Context: an optimization exercise on an open-source flow, tuned for small area, a short achievable clock period and few clock cycles per item. The choices shown serve that exercise and are no tape-out recipe.
Function was checked by simulation only, so behaviour that the tests miss may differ from the original.
No activity file was given, so power comes from the tool's default toggle rates.

== job 103 ==
// dtl_hdr_codec
module dtl_hdr_codec (
    input  wire         clk,
    input  wire         rst,
    input  wire         cmd_valid,
    output wire         cmd_ready,
    input  wire         cmd_op,        
    input  wire         cmd_scr_en,    
    input  wire [11:0]  b_plen,
    input  wire [11:0]  b_seq,
    input  wire [3:0]   b_mod,
    input  wire [3:0]   b_fec,
    input  wire [7:0]   b_flen,
    input  wire [7:0]   b_cwid,
    input  wire [13:0]  b_off,
    input  wire [13:0]  b_short,
    input  wire [3:0]   b_emod,
    input  wire [3:0]   b_efec,
    input  wire [767:0] hdr_in,
    output wire         res_valid,
    output wire [95:0]  hdr_out,       
    output wire         res_ok,        
    output wire [11:0]  r_plen,
    output wire [11:0]  r_seq,
    output wire [3:0]   r_mod,
    output wire [3:0]   r_fec,
    output wire [7:0]   r_flen,
    output wire [7:0]   r_cwid,
    output wire [13:0]  r_off,
    output wire [13:0]  r_short,
    output wire [3:0]   r_emod,
    output wire [3:0]   r_efec
);
    localparam HB = 96;
    localparam [95:0] SCR_SEQ = 96'h542de72b306d746440934f70;
  ...
clock: 5.0 ns
lec_check: 0
cap_margin: 20
core_area: 10 10 290 290
die_area: 0 0 300 300
setup_slack_margin: 2.8
slew_margin: 20
synth_hierarchical: 1
synth_minimum_keep_size: 0
tns_end_percent: 100
standard.sh (not shown) runs the stock make flow with config.mk's settings and CLKGATE_MAP_FILE= SYNTH_SCRIPT=/design/flow/synth_recipe.tcl, a recipe that flattens the netlist after the stock synthesis.
==> flow/flow/run.sh <==
#!/bin/bash
# The standard layout, with two changes to how the cells are sized:
#  - the port buffers are made from the smallest buffer cell (buf_1);
#  - after floorplan, every combinational cell is set to the smallest drive
#    strength of its footprint, so that the later timing repair sizes up
#    only what the timing needs.
# Each tool's output goes to a log of its own in the work folder.
set -euo pipefail
cd "$(dirname "$0")/.."
W=$PWD
R=$W/orfs/results/${FLOW_PLATFORM:-sky130hd}/dtl_hdr_codec/base
PB="BUFFER_PORTS_ARGS=-buffer_cell sky130_fd_sc_hd__buf_1"
bash standard.sh "$PB" floorplan > flow_make_floorplan.log 2>&1
RESULTS=$R openroad -no_init -exit flow/downsize.tcl > flow_downsize.log 2>&1
bash standard.sh "$PB" finish > flow_make_finish.log 2>&1
==> flow/flow/downsize.tcl <==
# Set every combinational cell of 2_floorplan.odb to the smallest drive
# strength (_1) of its footprint. Registers, clock cells and tie cells stay.
set lib $::env(FLOW_HOME)/platforms/sky130hd/lib/sky130_fd_sc_hd__tt_025C_1v80.lib
read_liberty $lib
read_db $::env(RESULTS)/2_floorplan.odb
set db [ord::get_db]
set n 0
foreach inst [[ord::get_db_block] getInsts] {
  set m [[$inst getMaster] getName]
  if {![regexp {^(sky130_fd_sc_hd__[a-z0-9]+)_([0-9]+)$} $m -> base size]} { continue }
  if {$size == 1} { continue }
  if {[regexp {__(df|sdf|edf|dl|clk|conb|tap|fill|decap|diode|probe|lpflow)} $base]} { continue }
  set target ${base}_1
  set tm [$db findMaster $target]
  if {$tm == "NULL" || $tm == ""} { continue }
  puts "downsize [$inst getName] $m -> $target"
  $inst swapMaster $tm
  incr n
}
puts "downsized $n cells"
write_db $::env(RESULTS)/2_floorplan.odb
Job 103 reached the end of the flow, and the finished layout is clean on the timing, DRC and antenna checks.
Testbench counts of job 103, summed over its fixed seeds: cycles 976, items 960.
The inputs of job 101 differ from those of job 103 as listed below.
-- flow/config.mk --
<<< job 103, line 13
export SYNTH_HIERARCHICAL = 1
export SYNTH_MINIMUM_KEEP_SIZE = 0
export TNS_END_PERCENT = 100
>>> job 101, line 13
export SYNTH_HIERARCHICAL = 1
export SYNTH_MINIMUM_KEEP_SIZE = 0
export TNS_END_PERCENT = 10
Findings:
- Having completed the whole flow, job 101 delivered a layout that passed the timing, DRC and antenna checks.
- Comparing job 101 and job 103, the lower switching power is on job 101.
- | register area | job 103 vs job 101 | ≈ equal |
- Job 101 vs. job 103: wire length closely matched the old numbers; detailed route wirelength on metal2 closely matched the old numbers; power consumption went down by 1.4%.
- The worst setup slack of job 101 is higher than that of job 103.
- As far as upper clock frequency limit is concerned, job 101 and job 103 perform about the same.
- When job 101 is measured against job 103, its design area turns out 46 sq um lower.
- Higher clock network fraction of design power goes to job 101 over job 103.

* * *

dtl_hdr_codec, a different RTL version from the one above (not shown whole).
Size: ~650 cells after synthesis, about 190 flip-flops, about 1000 I/O pins, about 0.0082 mm^2 of cells after synthesis.
Settings: LEC_CHECK=0, CAP_MARGIN=20, CORE_AREA=10 10 290 290, DIE_AREA=0 0 300 300, SETUP_SLACK_MARGIN=2.9, SLEW_MARGIN=20, SYNTH_HIERARCHICAL=1, SYNTH_MINIMUM_KEEP_SIZE=0, TNS_END_PERCENT=30; clock period 5.0 ns.
==> flow/flow/run.sh <==
#!/bin/bash
# The standard layout, with these changes to how it is made:
#  - the port buffers are made from the smallest buffer cell (buf_1);
#  - the pins of each header bit sit side by side (flow/io.tcl);
#  - clock tree synthesis adds no dummy loads;
#  - the port buffers of the CRC and check outputs are buf_4 (flow/outbuf.tcl);
#  - after floorplan, every combinational cell is set to the smallest drive
#    strength of its footprint, so that the later timing repair sizes up
#    only what the timing needs.
# Each tool's output goes to a log of its own in the work folder.
set -euo pipefail
cd "$(dirname "$0")/.."
W=$PWD
R=$W/orfs/results/${FLOW_PLATFORM:-sky130hd}/dtl_hdr_codec/base
PB="BUFFER_PORTS_ARGS=-buffer_cell sky130_fd_sc_hd__buf_1"
IO="PRE_IO_PLACEMENT_TCL=$W/flow/io.tcl"
CTS="CTS_ARGS=-sink_clustering_enable -repair_clock_nets -dont_use_dummy_load"
bash standard.sh "$PB" "$IO" floorplan > flow_make_floorplan.log 2>&1
RESULTS=$R openroad -no_init -exit flow/downsize.tcl > flow_downsize.log 2>&1
bash standard.sh "$PB" "$IO" place > flow_make_place.log 2>&1
RESULTS=$R openroad -no_init -exit flow/outbuf.tcl > flow_outbuf.log 2>&1
bash standard.sh "$PB" "$IO" "$CTS" finish > flow_make_finish.log 2>&1
Scripts as last shown in full above: flow/flow/downsize.tcl
Other scripts of this flow, unchanged in this note and not shown: flow/flow/io.tcl, flow/flow/outbuf.tcl
The baseline finished clean.
Testbench counts at the start, summed over its fixed seeds: cycles 976, items 960.
Change:
- PLACE_DENSITY: unset -> 0.7
- SETUP_SLACK_MARGIN: 2.9 -> 3.05
What happened: The changed run completed with no timing, DRC or antenna violations. Setup slack improves by 0.035 ns. Count of clock-buffer cells in the layout is unchanged. Die area stays the same. Total power is higher by about 11%. Global-route usage is higher by 0.10 points. Wire length is higher by 4.9%. Non-clock buffer count is higher by 6. Clock power stays flat. Critical path depth is higher by 1. First-iteration DRC count is unchanged. Design area is higher by 11%.
Change:
- SETUP_SLACK_MARGIN: 3.05 -> 2.9
- TNS_END_PERCENT: 30 -> 60
What happened:
- The new run finished with timing, DRC and antenna clean
- via count went down by 4.0%
- power went down by 9.6%
- routed wire length decreases by 5.5%
- worst setup slack is worse by 0.032 ns
- first-iteration DRC count climbs by 0.40%
- fmax decreases by 1.5%
- utilization decreases by 1.5 points
- synthesized cell count stays the same
- cell area drops by 9.6%
- clock skew hardly moves

* * *

## job 9201
Another version of the RTL of dtl_hdr_codec (not shown whole).
Size in the first run: about 570 cells after synthesis, ~100 flip-flops, about 1000 I/O pins, ~6500 um2 of cells after synthesis.
Design dtl_hdr_codec, start of the top module:
module dtl_hdr_codec (
    input  wire         clk,
    input  wire         rst,
    input  wire         cmd_valid,
    output wire         cmd_ready,
    input  wire         cmd_op,        
    input  wire         cmd_scr_en,    
    input  wire [11:0]  b_plen,
    input  wire [11:0]  b_seq,
    input  wire [3:0]   b_mod,
    input  wire [3:0]   b_fec,
    input  wire [7:0]   b_flen,
    input  wire [7:0]   b_cwid,
    input  wire [13:0]  b_off,
    input  wire [13:0]  b_short,
    input  wire [3:0]   b_emod,
    input  wire [3:0]   b_efec,
    input  wire [767:0] hdr_in,
    output wire         res_valid,
    output wire [95:0]  hdr_out,       
    output wire         res_ok,        
    output wire [11:0]  r_plen,
    output wire [11:0]  r_seq,
    output wire [3:0]   r_mod,
    output wire [3:0]   r_fec,
    output wire [7:0]   r_flen,
    output wire [7:0]   r_cwid,
    output wire [13:0]  r_off,
    output wire [13:0]  r_short,
    output wire [3:0]   r_emod,
    output wire [3:0]   r_efec
);
==> flow/config.mk <==
export PLATFORM = sky130hd
export DESIGN_NAME = dtl_hdr_codec
export DESIGN_NICKNAME = dtl_hdr_codec
export VERILOG_FILES = /design/flow/design.v
export SDC_FILE = /design/flow/constraint.sdc
export NUM_CORES = 4
export LEC_CHECK = 0
export CAP_MARGIN = 20
export CORE_AREA = 10 10 290 290
export DIE_AREA = 0 0 300 300
export SETUP_SLACK_MARGIN = 2.7
export SLEW_MARGIN = 20
export SYNTH_HIERARCHICAL = 1
export SYNTH_MINIMUM_KEEP_SIZE = 0
export TNS_END_PERCENT = 10
==> flow/constraint.sdc <==
create_clock -name core_clock -period 5.0 [get_ports {clk}]
set_input_delay 1.0000 -clock core_clock [delete_from_list [all_inputs] [get_ports {clk}]]
set_output_delay 1.0000 -clock core_clock [all_outputs]
set_load 0.01 [all_outputs]
==> flow/flow/run.sh <==
#!/bin/bash
# The standard layout, with two changes to how the cells are sized:
#  - the port buffers are made from the smallest buffer cell (buf_1);
#  - after floorplan, every combinational cell is set to the smallest drive
#    strength of its footprint, so that the later timing repair sizes up
#    only what the timing needs.
# Each tool's output goes to a log of its own in the work folder.
set -euo pipefail
cd "$(dirname "$0")/.."
W=$PWD
R=$W/orfs/results/${FLOW_PLATFORM:-sky130hd}/dtl_hdr_codec/base
PB="BUFFER_PORTS_ARGS=-buffer_cell sky130_fd_sc_hd__buf_1"
bash standard.sh "$PB" floorplan > flow_make_floorplan.log 2>&1
RESULTS=$R openroad -no_init -exit flow/downsize.tcl > flow_downsize.log 2>&1
bash standard.sh "$PB" finish > flow_make_finish.log 2>&1
Scripts as last shown in full above: flow/flow/downsize.tcl
Testbench counts of job 9201, summed over its fixed seeds: cycles 968, items 960.
Setup changes, job 9201 to job 2905
Settings: changing TNS_END_PERCENT from 10 to 20; changing SETUP_SLACK_MARGIN from 2.7 to 3.0.
- Job 2905 against job 9201: overall routed net length saw an increase, area taken by multi-input logic gates moved up, worst hold slack saw a decrease.
Modified inputs, job 6228 compared to job 2905
Settings: a change of SETUP_SLACK_MARGIN from 3.0 to 2.7; an added PLACE_DENSITY of 0.9; a change of TNS_END_PERCENT from 20 to 10.
### Flow results
Of job 2905 and job 6228, the lower antenna diode instance count belongs to job 2905. Job 2905 vs job 6228, highest layer used for signal routing: met4 vs met5. Changes observed in job 6228 relative to job 2905: worst slack at placement now smaller, met2 layer wire length in the routed design climbed about 9%. Between job 2905 and job 6228, clock period minus worst slack increased. Going from job 2905 to job 6228, peak fanout along the critical path moved up; headroom to the max-slew limit saw an increase; via count of the first global-routing pass went up by 251; clock share of power increased 0.7 points.

* * *

dtl_hdr_codec with an RTL version that a note above also has.
Size: about 190 flip-flops, ~1000 I/O pins, ~8300 µm² of cells after synthesis.
Design dtl_hdr_codec, start of the top module:
module dtl_hdr_codec (
    input  wire         clk,
    input  wire         rst,
    input  wire         cmd_valid,
    output wire         cmd_ready,
    input  wire         cmd_op,        
    input  wire         cmd_scr_en,    
    input  wire [11:0]  b_plen,
    input  wire [11:0]  b_seq,
    input  wire [3:0]   b_mod,
    input  wire [3:0]   b_fec,
    input  wire [7:0]   b_flen,
    input  wire [7:0]   b_cwid,
    input  wire [13:0]  b_off,
    input  wire [13:0]  b_short,
    input  wire [3:0]   b_emod,
    input  wire [3:0]   b_efec,
    input  wire [767:0] hdr_in,
    output wire         res_valid,
    output wire [95:0]  hdr_out,       
    output wire         res_ok,        
    output wire [11:0]  r_plen,
    output wire [11:0]  r_seq,
    output wire [3:0]   r_mod,
    output wire [3:0]   r_fec,
    output wire [7:0]   r_flen,
    output wire [7:0]   r_cwid,
    output wire [13:0]  r_off,
    output wire [13:0]  r_short,
    output wire [3:0]   r_emod,
    output wire [3:0]   r_efec
);
export LEC_CHECK = 0
export CAP_MARGIN = 20
export CORE_AREA = 10 10 290 290
export CTS_CLUSTER_DIAMETER = 120
export CTS_CLUSTER_SIZE = 30
export DIE_AREA = 0 0 300 300
export SETUP_SLACK_MARGIN = 2.9
export SLEW_MARGIN = 20
export SYNTH_HIERARCHICAL = 1
export SYNTH_MINIMUM_KEEP_SIZE = 0
export TNS_END_PERCENT = 30
create_clock -name core_clock -period 5.0 [get_ports {clk}]
==> flow/flow/run.sh <==
#!/bin/bash
# The standard layout, with two changes to how the cells are sized:
#  - the port buffers are made from the smallest buffer cell (buf_1);
#  - the pins of each header bit sit side by side (flow/io.tcl);
#  - after floorplan, every combinational cell is set to the smallest drive
#    strength of its footprint, so that the later timing repair sizes up
#    only what the timing needs.
# Each tool's output goes to a log of its own in the work folder.
set -euo pipefail
cd "$(dirname "$0")/.."
W=$PWD
R=$W/orfs/results/${FLOW_PLATFORM:-sky130hd}/dtl_hdr_codec/base
PB="BUFFER_PORTS_ARGS=-buffer_cell sky130_fd_sc_hd__buf_1"
IO="PRE_IO_PLACEMENT_TCL=$W/flow/io.tcl"
bash standard.sh "$PB" "$IO" floorplan > flow_make_floorplan.log 2>&1
RESULTS=$R openroad -no_init -exit flow/downsize.tcl > flow_downsize.log 2>&1
bash standard.sh "$PB" "$IO" finish > flow_make_finish.log 2>&1
Scripts as last shown in full above: flow/flow/downsize.tcl
Other scripts of this flow, unchanged in this note and not shown: flow/flow/io.tcl
Testbench counts at the start, summed over its fixed seeds: cycles 976, items 960.
Rerun with:
- CTS_BUF_LIST: default -> sky130_fd_sc_hd__clkbuf_8
- CTS_CLUSTER_DIAMETER: 120 -> default
- CTS_CLUSTER_SIZE: 30 -> 6
What happened:
- The new run passed the timing, DRC and antenna checks
- wire length rose by 1.0%
- die area is unchanged
- clock skew stays flat
- power fell by 1.5%
- first-iteration DRC count fell by 0.47%
- critical path depth rose by 8
Rerun with:
--- a/flow/flow/run.sh
+++ b/flow/flow/run.sh
@@ -4,2 +4,3 @@
 #  - the pins of each header bit sit side by side (flow/io.tcl);
+#  - clock tree synthesis uses clkbuf_8 and adds no dummy loads;
 #  - after floorplan, every combinational cell is set to the smallest drive
@@ -14,4 +15,5 @@
 IO="PRE_IO_PLACEMENT_TCL=$W/flow/io.tcl"
+CTS="CTS_ARGS=-sink_clustering_enable -repair_clock_nets -dont_use_dummy_load -buf_list sky130_fd_sc_hd__clkbuf_8"
 bash standard.sh "$PB" "$IO" floorplan > flow_make_floorplan.log 2>&1
 RESULTS=$R openroad -no_init -exit flow/downsize.tcl > flow_downsize.log 2>&1
-bash standard.sh "$PB" "$IO" finish > flow_make_finish.log 2>&1
+bash standard.sh "$PB" "$IO" "$CTS" finish > flow_make_finish.log 2>&1
- CTS_BUF_LIST: sky130_fd_sc_hd__clkbuf_8 -> default
- CTS_CLUSTER_SIZE: 6 -> default
Combinational power is about the same.
Sequential power stays flat.
Area after synthesis stays the same.
Count of clock-buffer cells in the layout stays the same.
Global-route usage barely changes.
Total power is lower by 4.3%.
Wire length fell by 0.31%.
Core utilization came out lower by 0.37 points.
Setup slack loses 0.0059 ns.
Final area came out lower by 2.4%.
Rerun with:
--- a/flow/flow/run.sh
+++ b/flow/flow/run.sh
@@ -4,3 +4,2 @@
 #  - the pins of each header bit sit side by side (flow/io.tcl);
-#  - clock tree synthesis uses clkbuf_8 and adds no dummy loads;
 #  - after floorplan, every combinational cell is set to the smallest drive
@@ -15,5 +14,4 @@
 IO="PRE_IO_PLACEMENT_TCL=$W/flow/io.tcl"
-CTS="CTS_ARGS=-sink_clustering_enable -repair_clock_nets -dont_use_dummy_load -buf_list sky130_fd_sc_hd__clkbuf_8"
 bash standard.sh "$PB" "$IO" floorplan > flow_make_floorplan.log 2>&1
 RESULTS=$R openroad -no_init -exit flow/downsize.tcl > flow_downsize.log 2>&1
-bash standard.sh "$PB" "$IO" "$CTS" finish > flow_make_finish.log 2>&1
+bash standard.sh "$PB" "$IO" finish > flow_make_finish.log 2>&1
Power went up by a few percent.
Worst hold slack is better by 0.020 ns.
Cell area went down by a few percent.
Clock-buffer cell count stays the same.
Non-clock buffer count went down by 3.
Register-to-register slack barely changes.
Core utilization went down by 0.38 points.
Sequential share of layout area went up by 0.19 points.
Clock skew went down by 0.017 ns.

[afterwards: timing with drivers on the ports]
The results above use ideal ports. As a check the final layouts listed here were re-extracted and re-timed, cells and wires unchanged.
Step 1 (the two cells are an assumption about what drives the block):
set clk [get_ports {clk}]
set_driving_cell -lib_cell sky130_fd_sc_hd__clkbuf_16 $clk
set_driving_cell -lib_cell sky130_fd_sc_hd__buf_2 [delete_from_list [all_inputs] $clk]
Step 2 times the ports against the registers' clock, not the clock port: input delays grow and output delays shrink by t, the midpoint of the rising clock arrivals with the driver on.
Three values: ideal ports, drivers, drivers and shift; two values: the first two.
run	t (ns)	slack for setup (ns)	hold slack, ns	slew at the worst register clock pin (ns)	worst data-port slew with drivers (ns)
job 103	0.504	2.774 / 2.774 / 2.459	0.386 / 0.386 / 0.386	0.08 / 0.08	0.20
job 101	0.500	2.778 / 2.744 / 2.465	0.389 / 0.389 / 0.389	0.08 / 0.08	0.20
the first run of note 2	0.524	2.906 / 2.857 / 2.427	0.327 / 0.327 / 0.327	0.08 / 0.08	0.16
the second run of note 2	0.518	2.941 / 2.941 / 2.531	0.328 / 0.328 / 0.328	0.08 / 0.08	0.18
the third run of note 2	0.516	2.909 / 2.899 / 2.428	0.328 / 0.328 / 0.328	0.08 / 0.08	0.16
job 9201	0.417	2.364 / 2.086 / 1.669	0.794 / 0.777 / 1.195	0.09 / 0.09	0.33
job 2905	0.422	2.263 / 2.149 / 1.726	0.789 / 0.763 / 1.186	0.08 / 0.08	0.20
job 6228	0.412	2.191 / 1.921 / 1.509	0.773 / 0.754 / 1.166	0.09 / 0.09	0.31
the first run of note 4	0.535	2.816 / 2.763 / 2.495	0.414 / 0.414 / 0.414	0.09 / 0.09	0.15
the second run of note 4	0.593	2.836 / 2.836 / 2.490	0.409 / 0.409 / 0.409	0.12 / 0.12	0.15
the third run of note 4	0.578	2.830 / 2.830 / 2.463	0.394 / 0.394 / 0.394	0.11 / 0.11	0.15
the fourth run of note 4	0.535	2.816 / 2.763 / 2.495	0.414 / 0.414 / 0.414	0.09 / 0.09	0.15
After both steps setup and hold are still met in every run listed. The setup slack of job 9201, which loses most, moves by -0.278 ns with the drivers and by -0.695 ns with both steps.
